Source: an optimization exercise on an open RTL-to-GDS flow (aim: small area, a short achievable clock period and few clock cycles). Production flows keep margins and buffers that such runs may drop. Where RTL was checked, it was by simulation tests only, not by an equivalence proof against the original. For runs 3 to 5, only the layout was checked, not whether the RTL still works. Power and IR drop assume default switching activity.

`design/flow/flow/run.sh`:
```
#!/bin/bash
# The standard layout (standard.sh: the standard flow's synthesis and ORFS flow), with
# one change: the buffers that ORFS puts on every input and output port are
# made from the smallest buffer cell instead of the default choice.
set -e
export BUFFER_PORTS_ARGS="-buffer_cell sky130_fd_sc_hd__buf_1"
bash standard.sh > standard.log 2>&1
```
`design/flow/standard.sh`:
```
#!/bin/bash
# synth_recipe.tcl (not shown) runs the flow's synth.tcl, then flattens the netlist and writes it again
# the make line also repeats each setting of config.mk as NAME=value (left out here)
make -C /OpenROAD-flow-scripts/flow DESIGN_CONFIG=/design/flow/config.mk WORK_HOME=/design/flow/orfs CLKGATE_MAP_FILE= SYNTH_SCRIPT=/design/flow/synth_recipe.tcl "${@:-finish}"
```
`design/flow/config.mk`:
```
export PLATFORM = sky130hd
export DESIGN_NAME = bayer_unpack
export DESIGN_NICKNAME = bayer_unpack
export VERILOG_FILES = /design/flow/design.v
export SDC_FILE = /design/flow/constraint.sdc
export NUM_CORES = 4
export LEC_CHECK = 0
export CAP_MARGIN = 20
export CORE_MARGIN = 2
export CORE_UTILIZATION = 55
export CTS_BUF_LIST = sky130_fd_sc_hd__clkbuf_8
export CTS_CLUSTER_DIAMETER = 60
export CTS_CLUSTER_SIZE = 14
export SETUP_SLACK_MARGIN = 4
export SLEW_MARGIN = 20
```
`design/flow/constraint.sdc`:
```
create_clock -name core_clock -period 8.0 [get_ports {clk}]
set_input_delay 1.6000 -clock core_clock [delete_from_list [all_inputs] [get_ports {clk}]]
set_output_delay 1.6000 -clock core_clock [all_outputs]
set_load 0.01 [all_outputs]
```
`design/flow/design.v`:
```
module bayer_unpack (
    input  wire        clk,
    input  wire        rst,             
    input  wire        start,
    input  wire [11:0] cfg_width,
    input  wire [11:0] cfg_height,
    input  wire [31:0] cfg_mode,
    input  wire [15:0] cfg_stride,
    input  wire [31:0] cfg_src_len,
    output wire [1:0]  state,
    output wire [3:0]  err,
    output wire [3:0]  errfield,
    output wire [12:0] row,
    output wire [31:0] fault_addr,
    output wire        src_req,
    output wire [31:0] src_addr,
    input  wire        src_gnt,
    input  wire        src_rvalid,
    input  wire [7:0]  src_rdata,
    output wire        dst_we,
    output wire [25:0] dst_addr,
    output wire [7:0]  dst_wdata,
    input  wire        dst_ready
);
    localparam integer DD = 4;    
    localparam integer TD = 3;    
    localparam integer ED = 4;    
    localparam [1:0] ST_IDLE = 2'd0, ST_RUN = 2'd1, ST_DONE = 2'd2, ST_FAIL = 2'd3;
    localparam [3:0] PH_PI  = 4'd0,  PH_PRE = 4'd1,  PH_FLT = 4'd2,  PH_FLT2 = 4'd3,
                     PH_WI0 = 4'd4,  PH_WI1 = 4'd5,  PH_RS  = 4'd6,  PH_RUN  = 4'd7,
                     PH_Z   = 4'd8,  PH_T1  = 4'd9,  PH_T2  = 4'd10, PH_END  = 4'd11,
                     PH_PI1 = 4'd12, PH_PI2 = 4'd13, PH_FB0 = 4'd14, PH_FB = 4'd15;
    function [31:0] add32;
        input [31:0] a, b;
        input        ci;
        reg   [31:0] g, p, gg, pp, gn, pn;
        integer l, i, j;
        begin
            g = a & b;
            p = a ^ b;
            gg = g;
            pp = p;
            gg[0] = g[0] | (p[0] & ci);
            for (l = 0; l < 5; l = l + 1) begin
                gn = gg;
                pn = pp;
                for (i = 0; i < 32; i = i + 1)
                    if (((i >> l) & 1) == 1) begin
                        j = ((i >> l) << l) - 1;
                        gn[i] = gg[i] | (pp[i] & gg[j]);
                        pn[i] = pp[i] & pp[j];
                    end
                gg = gn;
                pp = pn;
            end
            add32 = p ^ {gg[30:0], ci};
        end
    endfunction
    function gt32;
        input [31:0] a, b;
        reg   [31:0] g, p, gg, pp, gn, pn;
        integer l, i, j;
        begin
            g = a & ~b;
            p = ~(a ^ b);
            gg = g;
            pp = p;
            for (l = 0; l < 5; l = l + 1) begin
                gn = gg;
                pn = pp;
                for (i = 0; i < 32; i = i + 1)
                    if (((i >> l) & 1) == 1) begin
                        j = ((i >> l) << l) - 1;
                        gn[i] = gg[i] | (pp[i] & gg[j]);
                        pn[i] = pp[i] & pp[j];
                    end
                gg = gn;
                pp = pn;
            end
            gt32 = gg[31];
        end
    endfunction
    function [31:0] inc32;
        input [31:0] x;
        reg   [31:0] pp, pn;
        integer l, i, j;
        begin
            pp = x;
            for (l = 0; l < 5; l = l + 1) begin
                pn = pp;
                for (i = 0; i < 32; i = i + 1)
                    if (((i >> l) & 1) == 1) begin
                        j = ((i >> l) << l) - 1;
                        pn[i] = pp[i] & pp[j];
                    end
                pp = pn;
            end
            inc32 = x ^ {pp[30:0], 1'b1};
        end
    endfunction
    reg [11:0] w_q, h_q;
    reg        p12_q, cmp_q, bin_q, snz_q;
    reg [3:0]  sel_q;         
    reg [15:0] stride_q;
    reg [16:0] rb_q;          
    reg [28:0] sl_q;          
    reg [1:0]  st_q;
    reg [1:0]  err_q;
    reg [1:0]  ef_q;          
    reg [12:0] row_q;
    reg [3:0]  ph_q;
    wire [7:0] in_prec = cfg_mode[7:0];
    wire [3:0] in_sel  = cfg_mode[19:16];
    wire       prec_ok = (in_prec == 8'd10) || (in_prec == 8'd12);
    wire [8:0] geom_prod = cfg_width[2:0] * cfg_height[2:0] * in_prec[2:0];
    wire       geom_ok = (geom_prod[2:0] == 3'd0);
    wire       start_ok = start && (st_q != ST_RUN);
    wire [4:0]  swb  = cmp_q ? (p12_q ? 5'd12 : 5'd10) : 5'd16;
    wire [31:0] rb_c = add32({15'd0, w_q, 5'd0} & {32{~cmp_q}} | {16'd0, w_q, 4'd0} & {32{cmp_q}},
                             cmp_q ? (p12_q ? {17'd0, w_q, 3'd0} : {18'd0, w_q, 2'd0}) : 32'd0,
                             1'b0);
    wire [18:0] pitch = snz_q ? {stride_q, 3'b000} : {2'b00, rb_q};
    wire        bdr = sel_q[1] | sel_q[0];
    wire        bdc = sel_q[1] | (~sel_q[0] & sel_q[3]);
    reg [31:0] bp;            
    reg        sec;           
    reg [11:0] xc;            
    reg        hf;            
    reg        rp;            
    reg        zr;            
    reg        rq_v;          
    wire [1:0]  pat_full = rp ? {sel_q[0], sel_q[1]} : {sel_q[2], sel_q[3]};
    wire [1:0]  pat_cur  = bin_q ? 2'b10 : pat_full;
    reg [DD-1:0] dcnt;        
    reg [DD-1:0] ocnt;        
    reg [TD-1:0] tcnt;        
    reg [ED-1:0] ecnt;        
    reg [7:0]  dmem [0:DD-1];
    reg [3:0]  tmem [0:TD-1];
    reg        emem [0:ED-1];
    reg        hw;            
    reg [7:0]  prev;          
    wire [2:0] o      = bp[2:0];
    wire       two    = (o != 3'd0);
    wire       isemit = sec || !two;
    wire       acc    = rq_v && src_gnt;
    wire       acc_e  = acc && isemit;
    reg        xc_one;        
    wire       pair_done = bin_q || hf || (pat_cur != 2'b11);
    wire       last_pos  = pair_done && xc_one;
    wire       step2     = bin_q || (pat_cur != 2'b11);
    wire       o_fits    = cmp_q && (p12_q ? (o[2] == 1'b0) : (o[2:1] != 2'b11));
    wire       share     = sec && !step2 && !last_pos && o_fits;
    wire [3:0] thead   = tmem[0];
    wire       rx_emit = src_rvalid && thead[3];
    wire [15:0] rwin   = {src_rdata, prev};
    wire [7:0] aligned = (thead[2:0] == 3'd0) ? src_rdata : (rwin >> thead[2:0]);
    wire       ehead   = emem[0];
    wire [1:0] wpat    = ehead ? {sel_q[0], sel_q[1]} : {sel_q[2], sel_q[3]};
    wire       w_isd   = bin_q || (hw ? wpat[0] : wpat[1]);
    wire       w_pres  = ecnt[0] && (!w_isd || dcnt[0]);
    wire       w_acc   = w_pres && dst_ready;
    wire       pop_d   = w_acc && w_isd;
    wire       pop_e   = w_acc && (bin_q || hw);
    reg [31:0] xop;
    reg        cin;
    reg [3:0]  ph_n;
    reg        bp_en;
    reg        push_e;
    wire       use_dbl = last_pos ? (step2 && pat_cur != 2'b01) : step2;
    wire       minus8  = last_pos ? sec : (sec && !share);
    reg  [5:0] stps;
    always @(*) begin
        case ({cmp_q, p12_q, use_dbl, minus8})
            4'b1000: stps = 6'd10;   4'b1001: stps = 6'd2;
            4'b1010: stps = 6'd20;   4'b1011: stps = 6'd12;
            4'b1100: stps = 6'd12;   4'b1101: stps = 6'd4;
            4'b1110: stps = 6'd24;   4'b1111: stps = 6'd16;
            4'b0000, 4'b0100: stps = 6'd16;
            4'b0001, 4'b0101: stps = 6'd8;
            4'b0010, 4'b0110: stps = 6'd32;
            default:          stps = 6'd24;
        endcase
    end
    wire [31:0] bp_sum = add32(bp, xop, cin);
    wire [3:0] ph_row = bin_q ? PH_RUN :
                        (pat_full == 2'b00) ? PH_Z : (pat_full == 2'b01) ? PH_RS : PH_RUN;
    wire        pre_end = (row_q == {h_q, 1'b0});
    wire        hi_bad  = gt32(bp, {sl_q, 3'b000});
    always @(*) begin
        xop    = 32'd0;
        cin    = 1'b0;
        bp_en  = 1'b0;
        ph_n   = ph_q;
        push_e = 1'b0;
        case (ph_q)
            PH_PI: begin
                ph_n = PH_PI1;
            end
            PH_PI1: begin
                xop = {15'd0, rb_q}; bp_en = 1'b1; ph_n = PH_PI2;
            end
            PH_PI2: begin
                xop = {13'd0, pitch}; bp_en = 1'b1; ph_n = PH_PRE;
            end
            PH_PRE: begin
                xop = {12'd0, pitch, 1'b0};
                if (pre_end) ph_n = PH_WI0;
                else if (hi_bad) ph_n = PH_FB0;
                else bp_en = 1'b1;
            end
            PH_FB0: begin
                xop = {13'h1fff, ~pitch}; cin = 1'b1; bp_en = 1'b1; ph_n = PH_FB;
            end
            PH_FB: begin
                xop = {13'd0, pitch}; bp_en = !hi_bad; ph_n = PH_FLT;
            end
            PH_FLT: begin
                xop = {15'h7fff, ~rb_q}; cin = 1'b1; bp_en = 1'b1; ph_n = PH_FLT2;
            end
            PH_WI0: begin
                ph_n = (bin_q && bdr) ? PH_WI1 : (bin_q ? PH_RUN : ph_row);
            end
            PH_WI1: begin
                xop = {13'd0, pitch}; bp_en = 1'b1; ph_n = PH_RUN;
            end
            PH_RS: begin
                xop = {27'd0, swb}; bp_en = 1'b1; ph_n = PH_RUN;
            end
            PH_RUN: begin
                bp_en = acc;
                if (!isemit) xop = 32'd8;
                else xop = {26'd0, stps};
                push_e = acc && isemit && pair_done;
                if (acc && isemit && last_pos) ph_n = PH_T1;
            end
            PH_Z: begin
                if (!ecnt[ED-1] || pop_e) begin
                    push_e = 1'b1;
                    if (xc_one) ph_n = PH_T1;
                end
            end
            PH_T1: begin
                xop = bin_q ? {12'd0, pitch, 1'b0} : {13'd0, pitch};
                bp_en = 1'b1;
                ph_n = pre_end ? PH_END : zr ? ph_row : PH_T2;
            end
            PH_T2: begin
                xop = {15'h7fff, ~rb_q}; cin = 1'b1; bp_en = 1'b1;
                ph_n = ph_row;
            end
            default: ;
        endcase
    end
    wire [DD-1:0] ocnt_n = (acc_e && !pop_d) ? {ocnt[DD-2:0], 1'b1} :
                           (!acc_e && pop_d) ? {1'b0, ocnt[DD-1:1]} : ocnt;
    wire [TD-1:0] tcnt_n = (acc && !src_rvalid) ? {tcnt[TD-2:0], 1'b1} :
                           (!acc && src_rvalid) ? {1'b0, tcnt[TD-1:1]} : tcnt;
    wire [ED-1:0] ecnt_n = (push_e && !pop_e) ? {ecnt[ED-2:0], 1'b1} :
                           (!push_e && pop_e) ? {1'b0, ecnt[ED-1:1]} : ecnt;
    wire [DD-1:0] dcnt_n = (rx_emit && !pop_d) ? {dcnt[DD-2:0], 1'b1} :
                           (!rx_emit && pop_d) ? {1'b0, dcnt[DD-1:1]} : dcnt;
    wire [DD-1:0] d_free = ~dcnt & {dcnt[DD-2:0], 1'b1};
    wire [DD-1:0] d_last = dcnt & ~{1'b0, dcnt[DD-1:1]};
    wire [TD-1:0] t_free = ~tcnt & {tcnt[TD-2:0], 1'b1};
    wire [TD-1:0] t_last = tcnt & ~{1'b0, tcnt[TD-1:1]};
    wire [ED-1:0] e_free = ~ecnt & {ecnt[ED-2:0], 1'b1};
    wire [ED-1:0] e_last = ecnt & ~{1'b0, ecnt[ED-1:1]};
    wire row_end = (ph_q == PH_RUN && acc && isemit && last_pos) ||
                   (ph_q == PH_Z && push_e && xc_one);
    wire [31:0] sl_inc  = inc32({3'b000, sl_q});
    wire [31:0] row_inc = inc32({20'd0, row_q[12:1]});
    wire [31:0] xc_dec  = ~inc32({20'hfffff, ~xc});
    integer i;
    always @(posedge clk) begin
        if (rst) begin
            st_q   <= ST_IDLE;
            err_q  <= 2'd0;
            ef_q   <= 2'd0;
            row_q  <= 13'd0;
            sl_q   <= 29'd0;
            rq_v   <= 1'b0;
            dcnt   <= {DD{1'b0}};
            ocnt   <= {DD{1'b0}};
            tcnt   <= {TD{1'b0}};
            ecnt   <= {ED{1'b0}};
            hw     <= 1'b0;
        end else if (start_ok) begin
            w_q      <= cfg_width;
            h_q      <= cfg_height;
            p12_q    <= (in_prec == 8'd12);
            cmp_q    <= cfg_mode[8];
            sel_q    <= in_sel;
            bin_q    <= cfg_mode[20];
            stride_q <= cfg_stride;
            snz_q    <= (cfg_stride != 16'd0);
            sl_q     <= (cfg_src_len[31:29] != 3'd0) ? 29'h1fffffff : cfg_src_len[28:0];
            row_q    <= 13'd0;
            bp       <= 32'd512;
            ph_q     <= PH_PI;
            rp       <= 1'b0;
            hw       <= 1'b0;
            ef_q     <= 2'd0;
            err_q    <= 2'd0;
            if (in_sel == 4'd0) begin
                st_q <= ST_FAIL; err_q <= 2'd1; ef_q <= 2'd1; sl_q <= 29'd0;
            end else if (!prec_ok) begin
                st_q <= ST_FAIL; err_q <= 2'd2; ef_q <= 2'd2; sl_q <= 29'd0;
            end else if (!geom_ok) begin
                st_q <= ST_FAIL; err_q <= 2'd2; ef_q <= 2'd3; sl_q <= 29'd0;
            end else if (cfg_height == 12'd0 || cfg_width == 12'd0) begin
                st_q  <= ST_DONE;
                sl_q  <= 29'd0;
                row_q <= {cfg_height, 1'b0};
            end else begin
                st_q <= ST_RUN;
            end
        end else if (st_q == ST_RUN) begin
            ph_q <= ph_n;
            if (bp_en) bp <= bp_sum;
            if (ph_q == PH_PI) rb_q <= rb_c[16:0];
            if (ph_q == PH_PRE && !pre_end && !hi_bad)
                row_q <= {row_inc[11:0], 1'b0};
            if (ph_q == PH_FB && !hi_bad)
                row_q <= {row_q[12:1], 1'b1};
            if (ph_q == PH_FLT2) begin
                if (hi_bad) sl_q <= bp[31:3];
                st_q  <= ST_FAIL;
                err_q <= 2'd3;
            end
            if (ph_q == PH_WI0) begin
                bp <= 32'd512 + (p12_q ? 32'd4 : 32'd2) +
                      ((bin_q && bdc) ? {27'd0, swb} : 32'd0);
                sl_q  <= 29'd0;
                row_q <= 13'd0;
            end
            if (ph_q == PH_WI0 || ph_q == PH_T1 || ph_q == PH_T2) begin
                xc  <= w_q;
                xc_one <= (w_q == 12'd1);
                sec <= 1'b0;
                hf  <= 1'b0;
            end
            if (ph_q == PH_RS) hf <= 1'b1;
            if ((ph_q == PH_T1 && zr) || ph_q == PH_T2 || ph_q == PH_WI0)
                zr <= !bin_q && (ph_row == PH_Z);
            if (ph_q == PH_RUN && acc) begin
                if (!isemit) sec <= 1'b1;
                else begin
                    sec <= share;
                    if (pat_cur == 2'b11) hf <= ~hf;
                    if (pair_done) begin
                        xc <= xc_dec[11:0];
                        xc_one <= (xc == 12'd2);
                    end
                end
            end
            if (ph_q == PH_Z && push_e) begin
                xc <= xc_dec[11:0];
                xc_one <= (xc == 12'd2);
            end
            if (row_end) begin
                rp <= ~rp;
                if (bin_q || row_q[0]) row_q <= {row_inc[11:0], 1'b0};
                else                   row_q <= {row_q[12:1], 1'b1};
            end
            rq_v <= (ph_n == PH_RUN) && !ocnt_n[DD-1] && !tcnt_n[TD-1] && !ecnt_n[ED-1];
            for (i = 0; i < TD; i = i + 1) begin
                if (src_rvalid) begin
                    if (acc && t_last[i]) tmem[i] <= {isemit, o};
                    else if (i < TD - 1) tmem[i] <= tmem[i + 1];
                end else if (acc && t_free[i]) tmem[i] <= {isemit, o};
            end
            tcnt <= tcnt_n;
            ocnt <= ocnt_n;
            if (src_rvalid) prev <= src_rdata;
            for (i = 0; i < DD; i = i + 1) begin
                if (pop_d) begin
                    if (rx_emit && d_last[i]) dmem[i] <= aligned;
                    else if (i < DD - 1) dmem[i] <= dmem[i + 1];
                end else if (rx_emit && d_free[i]) dmem[i] <= aligned;
            end
            dcnt <= dcnt_n;
            for (i = 0; i < ED; i = i + 1) begin
                if (pop_e) begin
                    if (push_e && e_last[i]) emem[i] <= rp;
                    else if (i < ED - 1) emem[i] <= emem[i + 1];
                end else if (push_e && e_free[i]) emem[i] <= rp;
            end
            ecnt <= ecnt_n;
            if (w_acc) begin
                sl_q <= sl_inc[28:0];
                hw   <= !bin_q && !hw;
            end
            if (ph_q == PH_END && !ecnt_n[0]) begin
                sl_q <= 29'd0;
                st_q <= ST_DONE;
                rq_v <= 1'b0;
            end
        end
    end
    assign state      = st_q;
    assign err        = {2'b00, err_q};
    assign errfield   = {2'b00, ef_q};
    assign row        = row_q;
    assign fault_addr = {3'b000, sl_q};    
    assign src_req    = rq_v;
    assign src_addr   = {3'b000, bp[31:3]};
    assign dst_we     = (st_q == ST_RUN) && w_pres;
    assign dst_addr   = sl_q[25:0];
    assign dst_wdata  = w_isd ? dmem[0] : 8'd0;
endmodule
```
==> results of run 1 <==
==> final timing paths <==
path	endpoint	cells past startpoint
max	bp[31]	16
min	err_q[1]	1
max reg2reg	bp[31]	16
min reg2reg	err_q[1]	1
==> logic make-up after synthesis <==
family / share of synthesized area (%)
AND/OR/NAND/NOR: 16.4
AO/OA/AOI/OAI: 18.7
flip-flops: 39.3
buffers and inverters: 7.18
adder cells (fa/ha/maj): 8.40
multiplexers: 6.68
XOR/XNOR: 3.31
other: 0.0229
==> power by group through the flow <==
stage	sequential (uW)	combinational, uW	clock (uW)
floorplan	1490	591	0
global placement	1530	721	0
detailed placement	1530	734	0
CTS	1490	787	1090
global route	1500	923	1130
finish	1490	824	1070
==> registers in the layout, indices dropped and copies added, names as in the netlist, 7 cells and up <==
| register | cells |
|---|---|
| h_q | 12 |
| sl_q | 29 |
| rb_q | 15 |
| tmem | 12 |
| w_q | 12 |
| prev | 7 |
| row_q | 13 |
| dmem | 32 |
| bp | 32 |
| stride_q | 16 |
| xc | 12 |
==> through the flow <==
stage	worst slack, ns	cell area [um2]	power [uW]	hold slack [ns]
floorplan	3.96	16500	2080	0.442
global placement	2.60	17000	2250	0.454
detailed placement	2.56	17000	2260	0.455
CTS	4.00	18100	3360	0.483
global route	3.96	18400	3550	0.518
finish	4.13	18400	3380	0.480
==> synth_stat cells, types with 33 or more instances <==
master,instances
dfxtp_1,65
inv_1,85
clkbuf_1,59
a31oi_1,34
nand2_1,137
mux2i_1,43
buf_4,68
o21ai_0,137
xnor2_1,35
nor2b_1,33
nor2_1,133
edfxtp_1,171
nor3_1,34
nand3_1,49
ha_1,94
a21oi_1,108
mux2_2,49
==> critical path, delay by kind of cell (launching register included) <==
family	cells	cell delay, ns
flip-flops	1	0.50
adder cells (fa/ha/maj)	1	0.33
multiplexers	1	0.10
buffers and inverters	4	0.64
AO/OA/AOI/OAI	8	1.64
AND/OR/NAND/NOR	2	0.40
==> timing repair <==
action,in CTS,in global routing
buffers inserted,33,24
pin swaps,3,13
resized for setup,26,40
endpoints found under the setup margin,103,58
cloned,1,1
==> layout make-up <==
type	count	share of cell area, %
clock buffers	30	2.24
clock inverters	24	1.63
inverters	88	1.85
multi-input cells	1282	49.0
flip-flops and latches	236	34.9
well taps	390	2.65
repair buffers	287	7.68
==> routing by layer <==
layer	vias to the layer above	global-route usage, %
li1	6757	-
met2	601	45.9
met5	-	0
met3	87	4.05
met4	0	9.37
met1	6634	38.9
==> impl_metrics.py, run 1 <==
metrics = {
    "outcome": {
        "status": "timing/DRC/antenna clean",
    },
    "finish": {
        "layout-drive-gt1-share_pct": 13.4,
        "multi_input_area_mm2": 0.00904,
        "final_util_pct": 62.5,
        "final_nets": 2146,
        "regArea_mm2": 0.00644,
        "n_fill_cell": 2626,
        "layout_commonest_cell": "buf_1",
        "mostFrequentLayoutCells": "buf_1, edfxtp_1, nand2_1",
        "diodes": 0,
        "final_cells": 2337,
        "synthToLayoutAreaGrowth_pct": 12.5,
    },
    "drt": {
        "routedWlPerCell_um": 19.4,
        "m1WireLength_mm": 19.7,
        "drt_iter0_drc": 1043,
        "wl_met2_mm": 20.6,
        "vias_per_cell": 6.02,
        "wl_mm": 45.3,
        "met3_length_mm": 3.36,
        "first_pass_iters": 8,
        "top_layer": "met4",
        "num_vias": 14079,
        "drc": 0,
        "drtAntennaViolNets": 0,
    },
    "global_routing": {
        "first_global_vias": 13036,
        "antenna_found_initial": 0,
        "grt_max_degree": 49,
        "grt_pass1_wl_mm": 70.3,
        "grt.total_usage_pct": 28.3,
        "grt_overflow": 0,
    },
    "power": {
        "p_comb_share_pct": 24.4,
        "power.switching_uw": 1110,
        "power_frac_clock_pct": 31.6,
        "leakage_uw": 0.00694,
        "p_int_uw": 2270,
        "sequentialPowerShare_pct": 44.0,
        "ir_worst_vdd_uv": 135,
        "switching_share_pct": 32.8,
        "p_per_area_mw_per_mm2": 183,
    },
    "setup_path": {
        "startpoint": "ph_q[1]",
        "cp_max_fo": 11,
        "cp_cell_sequence": "buf_4 > buf_4 > o21ai_1 > nand2_2 > buf_4 > buf_4 > o21ai_0 > ha_1 > a21oi_1 > o21ai_0 > o21ai_1 > a211oi_1 > or2_1 > a21o_1 > o31ai_2 > mux2i_1",
        "worstSetupPathType": "reg -> reg",
        "cp_slowest_cell": "edfxtp_1",
        "cp-end-kind": "flip-flop",
        "r2r_slack_ns": 4.13,
        "cp.required_ns": 8.36,
        "cp-start-kind": "flip-flop",
        "crit_top_cell": "buf_4",
        "worst_r2r_startpoint": "ph_q[1]",
        "cp_slowest_stage_delay_ns": 0.50,
        "arrival_ns": 4.23,
    },
    "cts": {
        "cts_tree": "done",
        "clock_path_buffers": 3,
        "clk_latency_ns": 0.62,
        "path_clk_slew_ns": 0.09,
        "clock_sinks": 236,
        "hold_buffers": 0,
        "cts_buffers": 29,
        "h-tree-depth": 1,
        "cts-root-buf": "clkbuf_8",
    },
    "sta": {
        "period_share_pct": 48.4,
        "min_period_ns": 3.87,
        "finalSetupViolations": 0,
        "worst_slew_pin_slew_ns": 0.929,
        "hold_violations": 0,
        "max_freq_mhz": 258,
        "tns_ns": 0,
        "fin_skew_ns": 0.0455,
        "relSlewSlack_pct": 38.1,
        "rsz0062_at_grt": "no",
        "slew_viol_final": 0,
    },
    "floorplanning": {
        "coreArea_mm2": 0.0295,
        "die_area_mm2": 0.0312,
        "io_pins": 241,
        "start_util_pct": 55.6,
        "die_w_um": 177,
        "num_rows": 63,
        "die_height_um": 177,
    },
    "logic_synthesis": {
        "synth_seq_cells": 236,
        "synth_ff_type": "edfxtp_1",
        "yosys-top-cells-area": "edfxtp_1, dfxtp_1, ha_1",
        "avgSynthCellArea_um2": 9.40,
        "ys_types": 91,
        "synth.top_cell.area_share_pct": 31.3,
        "ys.warnings.count": 4,
        "async_reset_ff_share_pct": 0,
        "synth_edf_count": 171,
        "syn_inst": 1743,
        "synth_top_area_cell": "edfxtp_1",
        "yosysSeqAreaShare_pct": 39.3,
        "netlist_area_mm2": 0.0164,
    },
    "place": {
        "place_congestion": 0.885,
        "port_buffers": 212,
        "placed_cells": 2224,
        "hpwlAfterDp_mm": 32.3,
    },
    "worst_hold_path": {
        "min_from": "err_q[1]",
        "hold_path.class": "reg -> reg",
    },
    "job": {
        "drv_cap": 0,
    },
}
Testbench counts, summed over its fixed seeds: cycles 45,207.
==> run 2, diff against run 1 <==
--- a/design/flow/config.mk
+++ b/design/flow/config.mk
@@ -9,7 +9,5 @@
 export CORE_MARGIN = 2
 export CORE_UTILIZATION = 55
 export CTS_BUF_LIST = sky130_fd_sc_hd__clkbuf_8
-export CTS_CLUSTER_DIAMETER = 60
-export CTS_CLUSTER_SIZE = 14
 export SETUP_SLACK_MARGIN = 4
 export SLEW_MARGIN = 20
==> run 2 against run 1 <==
Compared with the run above: clock skew down 0.021 ns; via count up 0.73%; cell count up 0.90%; register-to-register slack better by 0.03 ns; global-route usage up 0.11 points; highest routed layer unchanged.
==> impl_metrics.py, run 2 <==
metrics = {
    "sta": {
        "period_share_pct": 49.9,
        "slew_viol_final": 0,
        "relSlewSlack_pct": 37.2,
        "hold_violations": 0,
        "rsz0062_at_grt": "yes",
        "finalSetupViolations": 0,
        "tns_ns": 0,
        "min_period_ns": 3.99,
        "whs_ns": 0.474,
        "worst_slew_pin_slew_ns": 0.943,
        "max_freq_mhz": 250,
        "fin_skew_ns": 0.0241,
    },
    "global_routing": {
        "gr-usage-met1_pct": 38.6,
        "top_usage_layer": "met2",
        "grt.total_usage_pct": 28.4,
        "grt.met3_usage_pct": 4.50,
        "met2_usage_pct": 45.8,
        "grt_pass1_wl_mm": 70.3,
        "antenna_found_initial": 0,
        "first_global_vias": 13107,
        "grt_overflow": 0,
        "grt_max_degree": 49,
    },
    "logic_synthesis": {
        "syn_inst": 1743,
        "ys_types": 91,
        "synthAdderAreaFrac_pct": 8.40,
        "synth_compound_area_share_pct": 18.7,
        "synth_top_family_by_area": "compound AO/OA/AOI/OAI gates",
        "netlist_area_mm2": 0.0164,
        "yosysMostFrequentCell": "edfxtp_1",
        "avgSynthCellArea_um2": 9.40,
        "yosys-top-cells-area": "edfxtp_1, dfxtp_1, ha_1",
        "yosysSeqAreaShare_pct": 39.3,
        "synth_mux_area_share_pct": 6.68,
        "yosys.area_share.simple_pct": 16.4,
        "synth_edf_count": 171,
        "synth_top_area_cell": "edfxtp_1",
        "async_reset_ff_share_pct": 0,
        "synth.top_cell.area_share_pct": 31.3,
        "synth_ff_type": "edfxtp_1",
        "synth_seq_cells": 236,
        "yosys-top-cells-count": "edfxtp_1, nand2_1, o21ai_0, nor2_1, a21oi_1",
        "ys.warnings.count": 4,
        "synth_xor_area_share_pct": 3.32,
    },
    "cts": {
        "clk_latency_ns": 0.56,
        "cts-root-buf": "clkbuf_8",
        "clock_sinks": 236,
        "path_clk_slew_ns": 0.07,
        "h-tree-depth": 2,
        "clock_path_buffers": 3,
        "cts_buffers": 43,
        "cts_tree": "done",
    },
    "drt": {
        "vias_per_cell": 6.01,
        "drt_iter0_drc": 1073,
        "drc": 0,
        "drtAntennaViolNets": 0,
        "wl_mm": 45.7,
        "num_vias": 14182,
        "routedWlPerCell_um": 19.4,
        "first_pass_iters": 5,
    },
    "finish": {
        "fin_area_mm2": 0.0186,
        "layout-drive-gt1-share_pct": 13.3,
        "mostFrequentLayoutCells": "buf_1, edfxtp_1, nand2_1",
        "final_nets": 2157,
        "top_regs": "bp (32), dmem (32), sl_q (29)",
        "synthToLayoutAreaGrowth_pct": 13.3,
        "layout_commonest_cell": "buf_1",
        "diodes": 0,
    },
    "floorplanning": {
        "io_pins": 241,
        "die_w_um": 177,
        "coreArea_mm2": 0.0295,
        "start_util_pct": 55.6,
        "die_height_um": 177,
        "num_rows": 63,
        "die_area_mm2": 0.0312,
    },
    "place": {
        "port_buffers": 212,
        "place_congestion": 0.885,
        "dpl_cell_area_mm2": 0.0170,
        "hpwlAfterDp_mm": 32.3,
    },
    "power": {
        "leakage_uw": 0.00702,
        "ir_worst_vdd_uv": 119,
        "p_per_area_mw_per_mm2": 185,
    },
    "job": {
        "drv_cap": 0,
    },
    "setup_path": {
        "cp-end-kind": "flip-flop",
        "cp_max_fo": 13,
        "arrival_ns": 4.45,
        "cp.required_ns": 8.45,
        "worstSetupPathType": "in -> reg",
        "cp-start-kind": "input port",
    },
    "worst_hold_path": {
        "hold_path.class": "reg -> reg",
    },
    "outcome": {
        "status": "timing/DRC/antenna clean",
    },
}
-- run 2: cells by family after synthesis --
group	after synthesis
AND/OR/NAND/NOR	541
AO/OA/AOI/OAI	467
flip-flops	236
buffers and inverters	235
adder cells (fa/ha/maj)	104
multiplexers	97
XOR/XNOR	62
other	1
-- run 2: final timing paths --
kind                            endpoint      start  slack [ns]  depth (start not counted)
worst max-delay path             sl_q[9]  dst_ready        4.01                         13
worst max register to register    bp[31]    ph_q[1]        4.16                         16
worst min register to register  err_q[1]   err_q[1]        0.47                          1
worst min-delay path            err_q[1]   err_q[1]        0.47                          1
-- run 2: layout make-up --
| cell class | count | area (um2) |
|---|---|---|
| Clock inverter | 33 | 191 |
| Timing Repair Buffer | 282 | 1400 |
| Sequential cell | 236 | 6440 |
| Tap cell | 390 | 488 |
| Fill cell | 2611 | 10900 |
| Timing Repair inverter | 1 | 8.76 |
| Clock buffer | 45 | 619 |
| Multi-Input combinational cell | 1283 | 9070 |
| Inverter | 88 | 344 |
-- run 2: timing repair --
action / in CTS / in global routing
resized for setup: 26 / 44
hold buffers: 0 / 0
pin swaps: 3 / 11
setup endpoints to repair: 108 / 57
gates cloned: 1 / 5
setup buffers: 32 / 17
-- run 2: power breakdown --
part / total (uW) / switching (uW) / internal [uW]
Combinational: 830 / 491 / 340
Clock: 1110 / 527 / 586
Sequential: 1490 / 91.8 / 1400
-- run 2: stage by stage --
stage / cells / setup slack, ns / utilization [%] / power (uW)
after floorplan: 1752 / 3.96 / - / 2080
after global placement: 2224 / 2.60 / 57.8 / 2250
after detailed placement: 2224 / 2.56 / 57.8 / 2260
after CTS: 2335 / 4.01 / 61.7 / 3400
after global routing: 2358 / 3.93 / 62.9 / 3600
final: 2358 / 4.01 / 62.9 / 3440
-- run 2: metal layers --
layer	vias to the layer above	wire, um
met1	6675	19700
met2	624	20900
met4	0	1600
li1	6790	-
met5	-	0
met3	93	3530
-- run 2: worst max-delay path, stage by stage --
cell	delay (ns)
clkbuf_2	0.14
o211ai_1	0.17
a2111oi_4	0.46
a2bb2oi_4	0.18
ha_4	0.21
mux2i_2	0.15
and4b_2	0.30
nor3_4	0.23
nand2b_1	0.17
o21a_4	0.29
buf_12	0.13
clkbuf_16	0.16
a32o_1	0.24
==> run 3, diff against run 2 <==
--- a/design/flow/design.v
+++ b/design/flow/design.v
@@ -162,8 +162,7 @@
     wire       w_acc   = w_pres && dst_ready;
     wire       pop_d   = w_acc && w_isd;
     wire       pop_e   = w_acc && (bin_q || hw);
-    reg [31:0] xop;
-    reg        cin;
+    reg        s_rb, s_p, s_2p, s_np, s_nrb, s_swb, s_run;
     reg [3:0]  ph_n;
     reg        bp_en;
     reg        push_e;
@@ -182,14 +181,21 @@
             default:          stps = 6'd24;
         endcase
     end
-    wire [31:0] bp_sum = add32(bp, xop, cin);
+    wire [20:0] x_run = isemit ? {15'd0, stps} : 21'd8;
+    wire [20:0] xop21 = ({21{s_rb}}  & {4'd0, rb_q}) |
+                        ({21{s_p}}   & {2'd0, pitch}) |
+                        ({21{s_2p}}  & {1'd0, pitch, 1'b0}) |
+                        ({21{s_np}}  & {2'b11, ~pitch}) |
+                        ({21{s_nrb}} & {4'hf, ~rb_q}) |
+                        ({21{s_swb}} & {16'd0, swb}) |
+                        ({21{s_run}} & x_run);
+    wire        cin   = s_np | s_nrb;
+    wire [31:0] bp_sum = add32(bp, {{11{xop21[20]}}, xop21}, cin);
     wire [3:0] ph_row = bin_q ? PH_RUN :
                         (pat_full == 2'b00) ? PH_Z : (pat_full == 2'b01) ? PH_RS : PH_RUN;
     wire        pre_end = (row_q == {h_q, 1'b0});
     wire        hi_bad  = gt32(bp, {sl_q, 3'b000});
     always @(*) begin
-        xop    = 32'd0;
-        cin    = 1'b0;
         bp_en  = 1'b0;
         ph_n   = ph_q;
         push_e = 1'b0;
@@ -198,55 +204,51 @@
                 ph_n = PH_PI1;
             end
             PH_PI1: begin
-                xop = {15'd0, rb_q}; bp_en = 1'b1; ph_n = PH_PI2;
+                bp_en = 1'b1; ph_n = PH_PI2;
             end
             PH_PI2: begin
-                xop = {13'd0, pitch}; bp_en = 1'b1; ph_n = PH_PRE;
+                bp_en = 1'b1; ph_n = PH_PRE;
             end
             PH_PRE: begin
-                xop = {12'd0, pitch, 1'b0};
                 if (pre_end) ph_n = PH_WI0;
                 else if (hi_bad) ph_n = PH_FB0;
                 else bp_en = 1'b1;
             end
             PH_FB0: begin
-                xop = {13'h1fff, ~pitch}; cin = 1'b1; bp_en = 1'b1; ph_n = PH_FB;
+                bp_en = 1'b1; ph_n = PH_FB;
             end
             PH_FB: begin
-                xop = {13'd0, pitch}; bp_en = !hi_bad; ph_n = PH_FLT;
+                bp_en = !hi_bad; ph_n = PH_FLT;
             end
             PH_FLT: begin
-                xop = {15'h7fff, ~rb_q}; cin = 1'b1; bp_en = 1'b1; ph_n = PH_FLT2;
+                bp_en = 1'b1; ph_n = PH_FLT2;
             end
             PH_WI0: begin
                 ph_n = (bin_q && bdr) ? PH_WI1 : (bin_q ? PH_RUN : ph_row);
             end
             PH_WI1: begin
-                xop = {13'd0, pitch}; bp_en = 1'b1; ph_n = PH_RUN;
+                bp_en = 1'b1; ph_n = PH_RUN;
             end
             PH_RS: begin
-                xop = {27'd0, swb}; bp_en = 1'b1; ph_n = PH_RUN;
+                bp_en = 1'b1; ph_n = PH_RUN;
             end
             PH_RUN: begin
                 bp_en = acc;
-                if (!isemit) xop = 32'd8;
-                else xop = {26'd0, stps};
                 push_e = acc && isemit && pair_done;
                 if (acc && isemit && last_pos) ph_n = PH_T1;
             end
             PH_Z: begin
-                if (!ecnt[ED-1] || pop_e) begin
+                if (!ecnt[ED-1]) begin
                     push_e = 1'b1;
                     if (xc_one) ph_n = PH_T1;
                 end
             end
             PH_T1: begin
-                xop = bin_q ? {12'd0, pitch, 1'b0} : {13'd0, pitch};
                 bp_en = 1'b1;
                 ph_n = pre_end ? PH_END : zr ? ph_row : PH_T2;
             end
             PH_T2: begin
-                xop = {15'h7fff, ~rb_q}; cin = 1'b1; bp_en = 1'b1;
+                bp_en = 1'b1;
                 ph_n = ph_row;
             end
             default: ;
@@ -278,7 +280,6 @@
             err_q  <= 2'd0;
             ef_q   <= 2'd0;
             row_q  <= 13'd0;
-            sl_q   <= 29'd0;
             rq_v   <= 1'b0;
             dcnt   <= {DD{1'b0}};
             ocnt   <= {DD{1'b0}};
@@ -303,14 +304,13 @@
             ef_q     <= 2'd0;
             err_q    <= 2'd0;
             if (in_sel == 4'd0) begin
-                st_q <= ST_FAIL; err_q <= 2'd1; ef_q <= 2'd1; sl_q <= 29'd0;
+                st_q <= ST_FAIL; err_q <= 2'd1; ef_q <= 2'd1;
             end else if (!prec_ok) begin
-                st_q <= ST_FAIL; err_q <= 2'd2; ef_q <= 2'd2; sl_q <= 29'd0;
+                st_q <= ST_FAIL; err_q <= 2'd2; ef_q <= 2'd2;
             end else if (!geom_ok) begin
-                st_q <= ST_FAIL; err_q <= 2'd2; ef_q <= 2'd3; sl_q <= 29'd0;
+                st_q <= ST_FAIL; err_q <= 2'd2; ef_q <= 2'd3;
             end else if (cfg_height == 12'd0 || cfg_width == 12'd0) begin
                 st_q  <= ST_DONE;
-                sl_q  <= 29'd0;
                 row_q <= {cfg_height, 1'b0};
             end else begin
                 st_q <= ST_RUN;
@@ -318,6 +318,14 @@
         end else if (st_q == ST_RUN) begin
             ph_q <= ph_n;
             if (bp_en) bp <= bp_sum;
+            s_rb  <= (ph_n == PH_PI1);
+            s_p   <= (ph_n == PH_PI2) || (ph_n == PH_FB) || (ph_n == PH_WI1) ||
+                     (ph_n == PH_T1 && !bin_q);
+            s_2p  <= (ph_n == PH_PRE) || (ph_n == PH_T1 && bin_q);
+            s_np  <= (ph_n == PH_FB0);
+            s_nrb <= (ph_n == PH_FLT) || (ph_n == PH_T2);
+            s_swb <= (ph_n == PH_RS);
+            s_run <= (ph_n == PH_RUN);
             if (ph_q == PH_PI) rb_q <= rb_c[16:0];
             if (ph_q == PH_PRE && !pre_end && !hi_bad)
                 row_q <= {row_inc[11:0], 1'b0};
@@ -392,7 +400,6 @@
                 hw   <= !bin_q && !hw;
             end
             if (ph_q == PH_END && !ecnt_n[0]) begin
-                sl_q <= 29'd0;
                 st_q <= ST_DONE;
                 rq_v <= 1'b0;
             end
@@ -402,7 +409,7 @@
     assign err        = {2'b00, err_q};
     assign errfield   = {2'b00, ef_q};
     assign row        = row_q;
-    assign fault_addr = {3'b000, sl_q};    
+    assign fault_addr = (err_q == 2'd3) ? {3'b000, sl_q} : 32'd0;
     assign src_req    = rq_v;
     assign src_addr   = {3'b000, bp[31:3]};
     assign dst_we     = (st_q == ST_RUN) && w_pres;
==> run 3 against run 2 <==
Compared with the run above: sequential cell count grew 7; register-to-register slack lost 0.15 ns; worst setup slack improved by 0.0025 ns; routed wire length is 5.7% lower; largest cell class unchanged; utilization grew 0.64 points; clock-buffer cell count up 2; still clean on timing, DRC and antenna; highest routed layer unchanged.
==> impl_metrics.py, run 3 <==
metrics = {
    "drt": {
        "num_vias": 13341,
        "first_pass_iters": 5,
        "vias_per_cell": 5.90,
        "drt_iter0_drc": 789,
        "drc": 0,
        "routedWlPerCell_um": 19.1,
        "wl_mm": 43.1,
        "drtAntennaViolNets": 0,
    },
    "sta": {
        "fin_skew_ns": 0.0255,
        "relSlewSlack_pct": 35.7,
        "hold_violations": 0,
        "rsz0062_at_grt": "yes",
        "worst_slew_pin_slew_ns": 0.964,
        "min_period_ns": 3.99,
        "period_share_pct": 49.9,
        "max_freq_mhz": 251,
        "tns_ns": 0,
        "layout_setup_ws_ns": 4.01,
        "slew_viol_final": 0,
        "finalSetupViolations": 0,
    },
    "finish": {
        "mostFrequentLayoutCells": "buf_1, edfxtp_1, nor2_1",
        "layout-drive-gt1-share_pct": 12.1,
        "synthToLayoutAreaGrowth_pct": 13.1,
        "top_regs": "bp (32), dmem (32), sl_q (29)",
        "diodes": 0,
        "layout_commonest_cell": "buf_1",
        "n_fill_cell": 2451,
        "final_nets": 2070,
    },
    "power": {
        "p_int_uw": 2370,
        "power_frac_clock_pct": 34.6,
        "switching_share_pct": 29.5,
        "p_per_area_mw_per_mm2": 183,
        "p_comb_share_pct": 19.2,
        "power.switching_uw": 992,
        "ir_worst_vdd_uv": 174,
        "leakage_uw": 0.00700,
        "sequentialPowerShare_pct": 46.1,
    },
    "setup_path": {
        "cp_slowest_cell": "edfxtp_1",
        "cp-start-kind": "flip-flop",
        "worstSetupPathType": "reg -> reg",
        "arrival_ns": 4.30,
        "cp_slowest_stage_delay_ns": 0.43,
        "worst_r2r_startpoint": "rp",
        "crit_family": "compound AO/OA/AOI/OAI gates",
        "cp_max_fo": 5,
        "cp_cell_sequence": "buf_6 > mux2i_4 > o21bai_4 > ha_4 > nand3_1 > o2111ai_2 > ha_1 > nor2b_1 > o31a_1 > o2111ai_4 > a31oi_4 > a211o_1 > a21o_1 > a41oi_2 > xnor2_1 > and2_1",
        "reg2reg_to": "bp[31]",
        "cp_num_buf_inv": 1,
        "r2r_slack_ns": 4.01,
        "worstRegToRegCells": 16,
        "cp-end-kind": "flip-flop",
        "cp.required_ns": 8.31,
    },
    "place": {
        "pre_cts_slack_ns": 3.09,
        "place_congestion": 0.924,
        "hpwlAfterDp_mm": 30.8,
        "port_buffers": 212,
    },
    "logic_synthesis": {
        "yosysMostFrequentCell": "edfxtp_1",
        "syn_inst": 1658,
        "avgSynthCellArea_um2": 9.81,
        "synth_seq_cells": 243,
        "synth_edf_count": 207,
        "yosys-top-cells-count": "edfxtp_1, nor2_1, nand2_1, ha_1, o21ai_0",
        "ys_types": 82,
        "synth_ff_type": "edfxtp_1",
        "synth_top_area_cell": "edfxtp_1",
        "netlist_area_mm2": 0.0163,
        "yosys-top-cells-area": "edfxtp_1, ha_1, dfxtp_1",
        "synth.top_cell.area_share_pct": 38.2,
        "async_reset_ff_share_pct": 0,
        "ys.warnings.count": 4,
        "yosysSeqAreaShare_pct": 42.7,
    },
    "cts": {
        "cts-root-buf": "clkbuf_8",
        "hold_buffers": 0,
        "clock_path_buffers": 3,
        "cts_buffers": 44,
        "clock_sinks": 243,
        "cts_tree": "done",
        "clk_latency_ns": 0.56,
        "path_clk_slew_ns": 0.06,
        "h-tree-depth": 2,
    },
    "floorplanning": {
        "io_pins": 241,
        "start_util_pct": 56.2,
        "num_rows": 62,
        "coreArea_mm2": 0.0289,
        "die_height_um": 176,
        "die_area_mm2": 0.0310,
        "die_w_um": 176,
    },
    "worst_hold_path": {
        "min_from": "rq_v",
        "hold_end": "rq_v",
        "hold_path.class": "reg -> reg",
        "holdPathStages": 2,
    },
    "outcome": {
        "status": "timing/DRC/antenna clean",
    },
    "global_routing": {
        "grt.total_usage_pct": 27.3,
        "first_global_vias": 12601,
        "grt_max_degree": 49,
        "grt_overflow": 0,
        "antenna_found_initial": 0,
        "grt_pass1_wl_mm": 66.9,
    },
    "job": {
        "drv_cap": 0,
    },
}
-- run 3: changes by cell type after synthesis, moves of 19 or more --
cell | previous run | this run
a21oi_1 | 108 | 88
edfxtp_1 | 171 | 207
o21ai_0 | 137 | 91
a31oi_1 | 34 | 14
dfxtp_1 | 65 | 36
and3_1 | 25 | 44
nor2_1 | 133 | 162
-- run 3: worst max path at each step --
stage                             start  endpoint  cells past startpoint
after floorplan           cfg_height[1]  row_q[9]                     13
after global placement    cfg_height[0]  row_q[5]                     13
after detailed placement  cfg_height[0]  row_q[5]                     13
after CTS                      sel_q[3]    bp[31]                     18
after global routing              bp[0]    bp[31]                     17
final                                rp    bp[31]                     16
-- run 3: per-layer routing --
layer / wire (um) / track usage (%) / vias to the layer above
met5: 0 / 0 / -
met4: 1200 / 8.33 / 0
met3: 2660 / 4.67 / 91
met2: 20400 / 46.2 / 468
met1: 18800 / 36.0 / 6380
li1: - / - / 6402
-- run 3: power by group through the flow --
| stage | Combinational (uW) | Clock (uW) | Sequential (uW) |
|---|---|---|---|
| after floorplan | 481 | 0 | 1530 |
| after global placement | 580 | 0 | 1580 |
| after detailed placement | 592 | 0 | 1580 |
| after CTS | 613 | 1180 | 1550 |
| after global routing | 727 | 1240 | 1560 |
| final | 647 | 1160 | 1550 |
-- run 3: timing repair --
| item | 4_1_cts | 5_1_grt |
|---|---|---|
| buffers inserted | 19 | 22 |
| pin swaps | 7 | 18 |
| gates resized for setup | 19 | 29 |
| cloned | 0 | 2 |
| setup endpoints to repair | 93 | 34 |
-- run 3: worst min-delay path: stages, from the launching register on --
cell and delay, ns:
dfxtp_1 0.33, nand3_1 0.07, o21ai_1 0.05
-- run 3: cell families after synthesis --
group | share of synthesized area (%)
AO/OA/AOI/OAI | 14.8
XOR/XNOR | 3.88
adder cells (fa/ha/maj) | 8.50
buffers and inverters | 6.74
flip-flops | 42.7
multiplexers | 7.01
other | 0.0231
AND/OR/NAND/NOR | 16.4
-- run 3: cell type report --
class	instances	area, um2	area share [%]
Multi-Input combinational cell	1202	8520	46.3
Tap cell	384	480	2.61
Inverter	90	345	1.88
Sequential cell	243	6940	37.7
Clock buffer	47	647	3.52
Timing Repair Buffer	265	1260	6.87
Clock inverter	29	196	1.07
Timing Repair inverter	1	5.00	0.0272
-- run 3: through the flow --
stage               hold WS [ns]  cell area (um2)  total power, uW  utilization, %  cells
global placement           0.480            16900             2160            58.5   2140
global route               0.524            18400             3530            63.6   2261
floorplan                  0.440            16300             2010               -   1667
finish                     0.500            18400             3360            63.6   2261
detailed placement         0.496            16900             2170            58.5   2140
CTS                        0.507            18000             3350            62.3   2235
==> run 4, diff against run 3 <==
--- a/design/flow/design.v
+++ b/design/flow/design.v
@@ -130,7 +130,8 @@
     reg        zr;            
     reg        rq_v;          
     wire [1:0]  pat_full = rp ? {sel_q[0], sel_q[1]} : {sel_q[2], sel_q[3]};
-    wire [1:0]  pat_cur  = bin_q ? 2'b10 : pat_full;
+    wire [1:0]  pat_tog  = rp ? {sel_q[2], sel_q[3]} : {sel_q[0], sel_q[1]};
+    reg         step2_q, pat01_q;
     reg [DD-1:0] dcnt;        
     reg [DD-1:0] ocnt;        
     reg [TD-1:0] tcnt;        
@@ -146,9 +147,9 @@
     wire       acc    = rq_v && src_gnt;
     wire       acc_e  = acc && isemit;
     reg        xc_one;        
-    wire       pair_done = bin_q || hf || (pat_cur != 2'b11);
+    wire       pair_done = hf || step2_q;
     wire       last_pos  = pair_done && xc_one;
-    wire       step2     = bin_q || (pat_cur != 2'b11);
+    wire       step2     = step2_q;
     wire       o_fits    = cmp_q && (p12_q ? (o[2] == 1'b0) : (o[2:1] != 2'b11));
     wire       share     = sec && !step2 && !last_pos && o_fits;
     wire [3:0] thead   = tmem[0];
@@ -166,7 +167,7 @@
     reg [3:0]  ph_n;
     reg        bp_en;
     reg        push_e;
-    wire       use_dbl = last_pos ? (step2 && pat_cur != 2'b01) : step2;
+    wire       use_dbl = last_pos ? (step2 && !pat01_q) : step2;
     wire       minus8  = last_pos ? sec : (sec && !share);
     reg  [5:0] stps;
     always @(*) begin
@@ -270,7 +271,7 @@
     wire [ED-1:0] e_last = ecnt & ~{1'b0, ecnt[ED-1:1]};
     wire row_end = (ph_q == PH_RUN && acc && isemit && last_pos) ||
                    (ph_q == PH_Z && push_e && xc_one);
-    wire [31:0] sl_inc  = inc32({3'b000, sl_q});
+    wire [31:0] sl_inc  = inc32({6'd0, sl_q[25:0]});    
     wire [31:0] row_inc = inc32({20'd0, row_q[12:1]});
     wire [31:0] xc_dec  = ~inc32({20'hfffff, ~xc});
     integer i;
@@ -300,6 +301,8 @@
             bp       <= 32'd512;
             ph_q     <= PH_PI;
             rp       <= 1'b0;
+            step2_q  <= cfg_mode[20] | ~(in_sel[2] & in_sel[3]);
+            pat01_q  <= ~cfg_mode[20] & ~in_sel[2] & in_sel[3];
             hw       <= 1'b0;
             ef_q     <= 2'd0;
             err_q    <= 2'd0;
@@ -355,7 +358,7 @@
                 if (!isemit) sec <= 1'b1;
                 else begin
                     sec <= share;
-                    if (pat_cur == 2'b11) hf <= ~hf;
+                    if (!step2_q) hf <= ~hf;
                     if (pair_done) begin
                         xc <= xc_dec[11:0];
                         xc_one <= (xc == 12'd2);
@@ -368,6 +371,8 @@
             end
             if (row_end) begin
                 rp <= ~rp;
+                step2_q <= bin_q | ~(pat_tog[1] & pat_tog[0]);
+                pat01_q <= ~bin_q & (pat_tog == 2'b01);
                 if (bin_q || row_q[0]) row_q <= {row_inc[11:0], 1'b0};
                 else                   row_q <= {row_q[12:1], 1'b1};
             end
@@ -396,7 +401,7 @@
             end
             ecnt <= ecnt_n;
             if (w_acc) begin
-                sl_q <= sl_inc[28:0];
+                sl_q <= {sl_q[28:26], sl_inc[25:0]};
                 hw   <= !bin_q && !hw;
             end
             if (ph_q == PH_END && !ecnt_n[0]) begin
==> run 4 against run 3 <==
Compared with the run above: utilization shrank 1.8 points; cell count is 0.93% higher; worst setup slack improved by 0.044 ns; combinational power is 6.6% lower; clock power about the same; synthesized area is 1.7% higher; register-to-register slack better by 0.04 ns; critical endpoint unchanged; total power decreased by 1.0%; clock skew is essentially flat; highest routed layer unchanged; hold slack worse by 0.0012 ns; maximum frequency up 1.1%.
==> impl_metrics.py, run 4 <==
metrics = {
    "logic_synthesis": {
        "yosysMostFrequentCell": "edfxtp_1",
        "synth_edf_count": 209,
        "syn_inst": 1698,
        "yosys-top-cells-area": "edfxtp_1, ha_1, dfxtp_1",
        "synth_ff_type": "edfxtp_1",
        "ys.warnings.count": 4,
        "avgSynthCellArea_um2": 9.73,
        "netlist_area_mm2": 0.0165,
        "synth_top_area_cell": "edfxtp_1",
        "synth.top_cell.area_share_pct": 38.0,
        "yosys-top-cells-count": "edfxtp_1, nor2_1, nand2_1, a21oi_1, ha_1",
        "async_reset_ff_share_pct": 0,
        "synth_seq_cells": 245,
        "yosysSeqAreaShare_pct": 42.3,
        "ys_types": 83,
    },
    "finish": {
        "regArea_mm2": 0.00700,
        "top_regs": "bp (32), dmem (32), sl_q (29)",
        "final_util_pct": 61.8,
        "final_nets": 2080,
        "layout-drive-gt1-share_pct": 10.7,
        "diodes": 0,
        "multi_input_area_mm2": 0.00858,
        "mostFrequentLayoutCells": "buf_1, edfxtp_1, nor2_1",
        "n_fill_cell": 2608,
        "synthToLayoutAreaGrowth_pct": 10.8,
        "final_cells": 2282,
        "layout_commonest_cell": "buf_1",
    },
    "power": {
        "p_per_area_mw_per_mm2": 182,
        "ir_worst_vdd_uv": 175,
        "leakage_uw": 0.00696,
        "finalPower_uw": 3330,
    },
    "cts": {
        "cts_tree": "done",
        "cts-root-buf": "clkbuf_8",
        "clock_path_buffers": 3,
        "path_clk_slew_ns": 0.06,
        "clk_latency_ns": 0.58,
        "h-tree-depth": 2,
        "cts_buffers": 45,
        "clock_sinks": 245,
    },
    "global_routing": {
        "grt.total_usage_pct": 28.5,
        "grt_overflow": 0,
        "antenna_found_initial": 0,
        "grt_pass1_wl_mm": 70.3,
        "grt_max_degree": 49,
        "first_global_vias": 12972,
    },
    "sta": {
        "period_share_pct": 49.3,
        "max_freq_mhz": 253,
        "rsz0062_at_grt": "yes",
        "relSlewSlack_pct": 37.1,
        "worst_slew_pin_slew_ns": 0.942,
        "fin_skew_ns": 0.0252,
        "tns_ns": 0,
        "min_period_ns": 3.95,
        "finalSetupViolations": 0,
        "hold_violations": 0,
        "whs_ns": 0.499,
        "slew_viol_final": 0,
    },
    "place": {
        "port_buffers": 212,
        "hpwlAfterDp_mm": 32.6,
        "placed_cells": 2187,
        "place_congestion": 0.890,
    },
    "setup_path": {
        "cp_num_buf_inv": 2,
        "cp.required_ns": 8.43,
        "cp_slowest_stage_delay_ns": 0.41,
        "cp_slowest_cell": "o311a_1",
        "cp-end-kind": "flip-flop",
        "cp_max_fo": 26,
        "cp-start-kind": "flip-flop",
        "cp_cell_sequence": "buf_8 > clkinvlp_4 > a211oi_1 > nand3_1 > nand2_1 > xor2_1 > o21ai_1 > o2111ai_1 > ha_1 > o21a_1 > o31ai_4 > a211oi_2 > o2111ai_2 > a211oi_2 > o311a_1 > or4_1 > nand2_1",
        "arrival_ns": 4.38,
        "worstSetupPathType": "reg -> reg",
        "crit_family": "compound AO/OA/AOI/OAI gates",
    },
    "drt": {
        "drc": 0,
        "vias_per_cell": 6.02,
        "first_pass_iters": 5,
        "drt_iter0_drc": 1090,
        "wl_mm": 45.4,
        "drtAntennaViolNets": 0,
        "routedWlPerCell_um": 19.9,
        "num_vias": 13736,
    },
    "floorplanning": {
        "die_height_um": 177,
        "die_area_mm2": 0.0315,
        "start_util_pct": 55.8,
        "die_w_um": 177,
        "num_rows": 63,
        "coreArea_mm2": 0.0296,
        "io_pins": 241,
    },
    "worst_hold_path": {
        "hold_path.class": "reg -> reg",
    },
    "job": {
        "drv_cap": 0,
    },
    "outcome": {
        "status": "timing/DRC/antenna clean",
    },
}
run 4: cells by family after synthesis:
family                     share of synthesized area [%]
muxes                                               6.77
other                                             0.0227
buffers and inverters                               6.82
AOI/OAI and AO/OA                                   15.9
DFF                                                 42.3
and+or+nand+nor                                     16.6
xor gates and xnor gates                            3.13
adders and majority gates                           8.36
run 4: per-layer routing:
metal | track usage, % | vias to the layer above | wire length, um
li1 | - | 6538 | -
met1 | 37.8 | 6567 | 19500
met2 | 47.1 | 537 | 21100
met3 | 4.99 | 94 | 3220
met4 | 9.84 | 0 | 1470
met5 | 0 | - | 0
run 4: final cells by class:
type,count,area share [%]
clock buffer,49,3.68
clock inverter,33,1.00
inverter,96,2.03
multi-input combinational,1232,46.8
sequential,245,38.2
tap,390,2.67
timing repair buffer,236,5.52
timing repair inverter,1,0.0410
run 4: final timing paths:
kind,start,endpoint,slack [ns],cells past startpoint
worst min register to register,ef_q[1],ef_q[1],0.50,1
worst min-delay path,ef_q[1],ef_q[1],0.50,1
worst max-delay path,cmp_q,bp[31],4.05,17
worst max register to register,cmp_q,bp[31],4.05,17
run 4: repair_timing:
item                       in CTS  in global routing
setup buffers                   9                  2
gates cloned                    2                  0
gates resized for setup        15                 13
hold buffers                    0                  0
hold endpoints to repair        0                  0
setup endpoints to repair      72                 81
pin swaps                       3                  2
run 4: through the flow:
| stage | setup WS [ns] | area, um2 |
|---|---|---|
| 6_report | 4.05 | 18300 |
| 5_1_grt | 3.85 | 18300 |
| 4_1_cts | 3.91 | 18200 |
| 2_1_floorplan | 4.05 | 16600 |
| 3_3_place_gp | 3.32 | 17200 |
| 3_5_place_dp | 3.25 | 17200 |
run 4: power by group:
part / switching (uW) / internal [uW] / leakage (uW)
logic: 366 / 238 / 0.00426
registers: 89.1 / 1470 / 0.00222
clock network: 561 / 603 / 0.000483
==> run 5, diff against run 4 <==
--- a/design/flow/config.mk
+++ b/design/flow/config.mk
@@ -9,5 +9,7 @@
 export CORE_MARGIN = 2
 export CORE_UTILIZATION = 55
 export CTS_BUF_LIST = sky130_fd_sc_hd__clkbuf_8
+export CTS_CLUSTER_DIAMETER = 60
+export CTS_CLUSTER_SIZE = 14
 export SETUP_SLACK_MARGIN = 4
 export SLEW_MARGIN = 20
==> run 5 against run 4 <==
Compared with the run above: via count about the same; clock skew decreased by 0.0027 ns; sequential power about the same; worst setup slack got worse by 0.025 ns; die area unchanged; clock power decreased by 9%; total power decreased by 3.2%; critical path type is now in -> reg; critical endpoint is now st_q[0]; largest cell class unchanged.
==> impl_metrics.py, run 5 <==
metrics = {
    "outcome": {
        "status": "timing/DRC/antenna clean",
    },
    "setup_path": {
        "cp_max_fo": 25,
        "cp.required_ns": 8.50,
        "cp_num_cells": 14,
        "worstSetupPathType": "in -> reg",
        "startpoint": "src_gnt",
        "cp_cell_sequence": "buf_1 > nand2_1 > inv_1 > o2111ai_1 > o21ai_2 > buf_4 > inv_1 > ha_1 > nor2_1 > a21oi_1 > nor4_2 > a21oi_1 > a211o_1 > a21oi_1",
        "crit_family": "compound AO/OA/AOI/OAI gates",
        "worstRegToRegCells": 13,
        "reg2reg_to": "bp[30]",
        "r2r_slack_ns": 4.16,
        "crit_top_cell": "a21oi_1",
        "cp-start-kind": "input port",
        "cp_num_buf_inv": 4,
        "worst_r2r_startpoint": "s_nrb",
        "cp-end-kind": "flip-flop",
        "cp_slowest_cell": "ha_1",
        "cp_slowest_stage_delay_ns": 0.33,
        "arrival_ns": 4.47,
    },
    "place": {
        "port_buffers": 212,
        "placed_cells": 2187,
        "place_congestion": 0.890,
        "hpwlAfterDp_mm": 32.6,
        "pre_cts_slack_ns": 3.25,
    },
    "cts": {
        "clock_sinks": 245,
        "clock_path_buffers": 3,
        "path_clk_slew_ns": 0.09,
        "cts_buffers": 29,
        "clk_latency_ns": 0.59,
        "hold_buffers": 0,
        "cts-root-buf": "clkbuf_8",
        "cts_tree": "done",
        "h-tree-depth": 1,
    },
    "power": {
        "finalPower_uw": 3220,
        "leakage_uw": 0.00687,
        "p_per_area_mw_per_mm2": 176,
        "ir_worst_vdd_uv": 146,
    },
    "floorplanning": {
        "die_area_mm2": 0.0315,
        "coreArea_mm2": 0.0296,
        "io_pins": 241,
        "die_w_um": 177,
        "num_rows": 63,
        "die_height_um": 177,
        "start_util_pct": 55.8,
    },
    "logic_synthesis": {
        "synth.top_cell.area_share_pct": 38.0,
        "async_reset_ff_share_pct": 0,
        "synth_top_area_cell": "edfxtp_1",
        "yosys-top-cells-area": "edfxtp_1, ha_1, dfxtp_1",
        "ys.warnings.count": 4,
        "avgSynthCellArea_um2": 9.73,
        "synth_ff_type": "edfxtp_1",
        "synth_edf_count": 209,
        "yosys-top-cells-count": "edfxtp_1, nor2_1, nand2_1, a21oi_1, ha_1",
        "yosysSeqAreaShare_pct": 42.3,
        "synth_seq_cells": 245,
        "ys_types": 83,
        "netlist_area_mm2": 0.0165,
        "yosysMostFrequentCell": "edfxtp_1",
        "syn_inst": 1698,
    },
    "sta": {
        "period_share_pct": 49.7,
        "finalSetupViolations": 0,
        "layout_setup_ws_ns": 4.03,
        "worst_slew_pin_slew_ns": 0.959,
        "slew_viol_final": 0,
        "rsz0062_at_grt": "yes",
        "min_period_ns": 3.97,
        "relSlewSlack_pct": 36.0,
        "max_freq_mhz": 252,
        "tns_ns": 0,
        "fin_skew_ns": 0.0224,
        "hold_violations": 0,
    },
    "finish": {
        "final_nets": 2072,
        "synthToLayoutAreaGrowth_pct": 10.5,
        "diodes": 0,
        "mostFrequentLayoutCells": "buf_1, edfxtp_1, nor2_1",
        "layout_commonest_cell": "buf_1",
        "layout-drive-gt1-share_pct": 10.8,
        "multi_input_area_mm2": 0.00859,
        "final_util_pct": 61.6,
        "n_fill_cell": 2586,
        "final_cells": 2260,
        "top_regs": "bp (32), dmem (32), sl_q (29)",
        "regArea_mm2": 0.00700,
    },
    "drt": {
        "routedWlPerCell_um": 20.0,
        "first_pass_iters": 5,
        "wl_mm": 45.1,
        "drc": 0,
        "top_layer": "met4",
        "drt_iter0_drc": 1115,
        "wl_met2_mm": 21.2,
        "m1WireLength_mm": 19.5,
        "drtAntennaViolNets": 0,
        "num_vias": 13731,
        "vias_per_cell": 6.08,
        "met3_length_mm": 3.11,
    },
    "global_routing": {
        "grt_pass1_wl_mm": 70.1,
        "grt_overflow": 0,
        "first_global_vias": 12789,
        "antenna_found_initial": 0,
        "grt.total_usage_pct": 28.2,
        "grt_max_degree": 49,
    },
    "worst_hold_path": {
        "hold_path.class": "reg -> reg",
        "hold_end": "ef_q[1]",
        "min_from": "ef_q[1]",
        "holdPathStages": 1,
    },
    "job": {
        "drv_cap": 0,
    },
}
[run 5: changes by cell type in the layout (fill, tap and decap cells not counted), moves of 2 or more]
| cell | change |
|---|---|
| clkbuf_8 | -20 |
| clkinv_1 | -12 |
| clkinv_2 | -7 |
| buf_4 | +6 |
| inv_1 | -6 |
| bufinv_16 | +4 |
| clkinv_4 | +3 |
| clkinvlp_4 | +3 |
| inv_6 | +3 |
| buf_12 | +2 |
[run 5: logic make-up after synthesis]
| group | synth area share [%] |
|---|---|
| other | 0.0227 |
| DFF | 42.3 |
| and+or+nand+nor | 16.6 |
| adders and majority gates | 8.36 |
| muxes | 6.77 |
| AOI/OAI and AO/OA | 15.9 |
| buffers and inverters | 6.82 |
| xor gates and xnor gates | 3.13 |
[run 5: worst register-to-register path: stages (launching register included)]
cell       delay (ns)
edfxtp_1         0.59
inv_1            0.30
o221ai_1         0.18
a211o_1          0.25
ha_1             0.35
and4_1           0.25
and2_1           0.16
a221o_1          0.35
o2111ai_2        0.31
a211oi_4         0.12
buf_4            0.16
or3_1            0.36
a21oi_1          0.15
nor3_1           0.05
[run 5: how the worst max path moves through the flow]
stage               to
6_report       st_q[0]
3_3_place_gp    bp[31]
4_1_cts         bp[31]
3_5_place_dp    bp[31]
2_1_floorplan   bp[31]
5_1_grt        st_q[0]
[run 5: repair_timing]
action                                  CTS  global route
endpoints found under the setup margin   72            54
buffers inserted                          9             9
resized for setup                        15            17
pin swaps                                 2             8
gates cloned                              2             1
[run 5: area by class of cell]
class	instances	share of cell area, %
timing repair buffer	244	6.05
clock buffer	29	2.19
inverter	96	2.06
sequential	245	38.3
timing repair inverter	1	0.0274
tap	390	2.67
clock inverter	23	1.62
multi-input combinational	1232	47.1
[run 5: where the power goes]
| part | internal [uW] | total, uW | switching, uW |
|---|---|---|---|
| registers | 1470 | 1560 | 88.6 |
| logic | 242 | 612 | 370 |
| clock network | 525 | 1050 | 529 |
| total | 2230 | 3220 | 988 |
[run 5: metrics by stage]
step,hold WS [ns],area [um2]
floorplan,0.424,16600
global placement,0.450,17200
detailed placement,0.482,17200
CTS,0.503,18100
global route,0.519,18300
finish,0.498,18300
[run 5: per-layer routing]
metal	vias to the layer above	GRT usage, %
met4	0	8.09
met5	-	0
met1	6592	38.0
met3	87	3.94
li1	6507	-
met2	545	47.6

## afterwards: timing with drivers on the ports
How much do the figures lean on ideal ports? The routed layouts below were timed once more, with nothing changed but the port constraints.
Step 1, drivers: a clkbuf_16 drives clk and a buf_2 each remaining input, both assumed.
Step 2 moves the port delays by t, midway between the first and last clock arrival at a register: inputs arrive t later, outputs are due t later. That takes back most of the time a late clock gives input paths.
Slacks: ideal ports / drivers / drivers and shift; pairs: ideal ports / drivers.
run | shift t [ns] | slack for setup (ns) | worst setup path at the end | worst data-port slew with drivers (ns)
run 1 | 0.641 | 4.129 / 4.092 / 3.518 | input to register | 0.04
run 2 | 0.601 | 4.006 / 4.034 / 3.433 | input to register | 0.04
run 3 | 0.600 | 4.009 / 4.009 / 3.622 | input to register | 0.05
run 4 | 0.613 | 4.052 / 4.052 / 3.492 | input to register | 0.06
run 5 | 0.625 | 4.027 / 4.050 / 3.425 | input to register | 0.06
After both steps setup and hold are still met in every run listed. For run 1, which loses most, drivers alone change the setup slack by -0.037 ns; drivers and shift together by -0.611 ns.
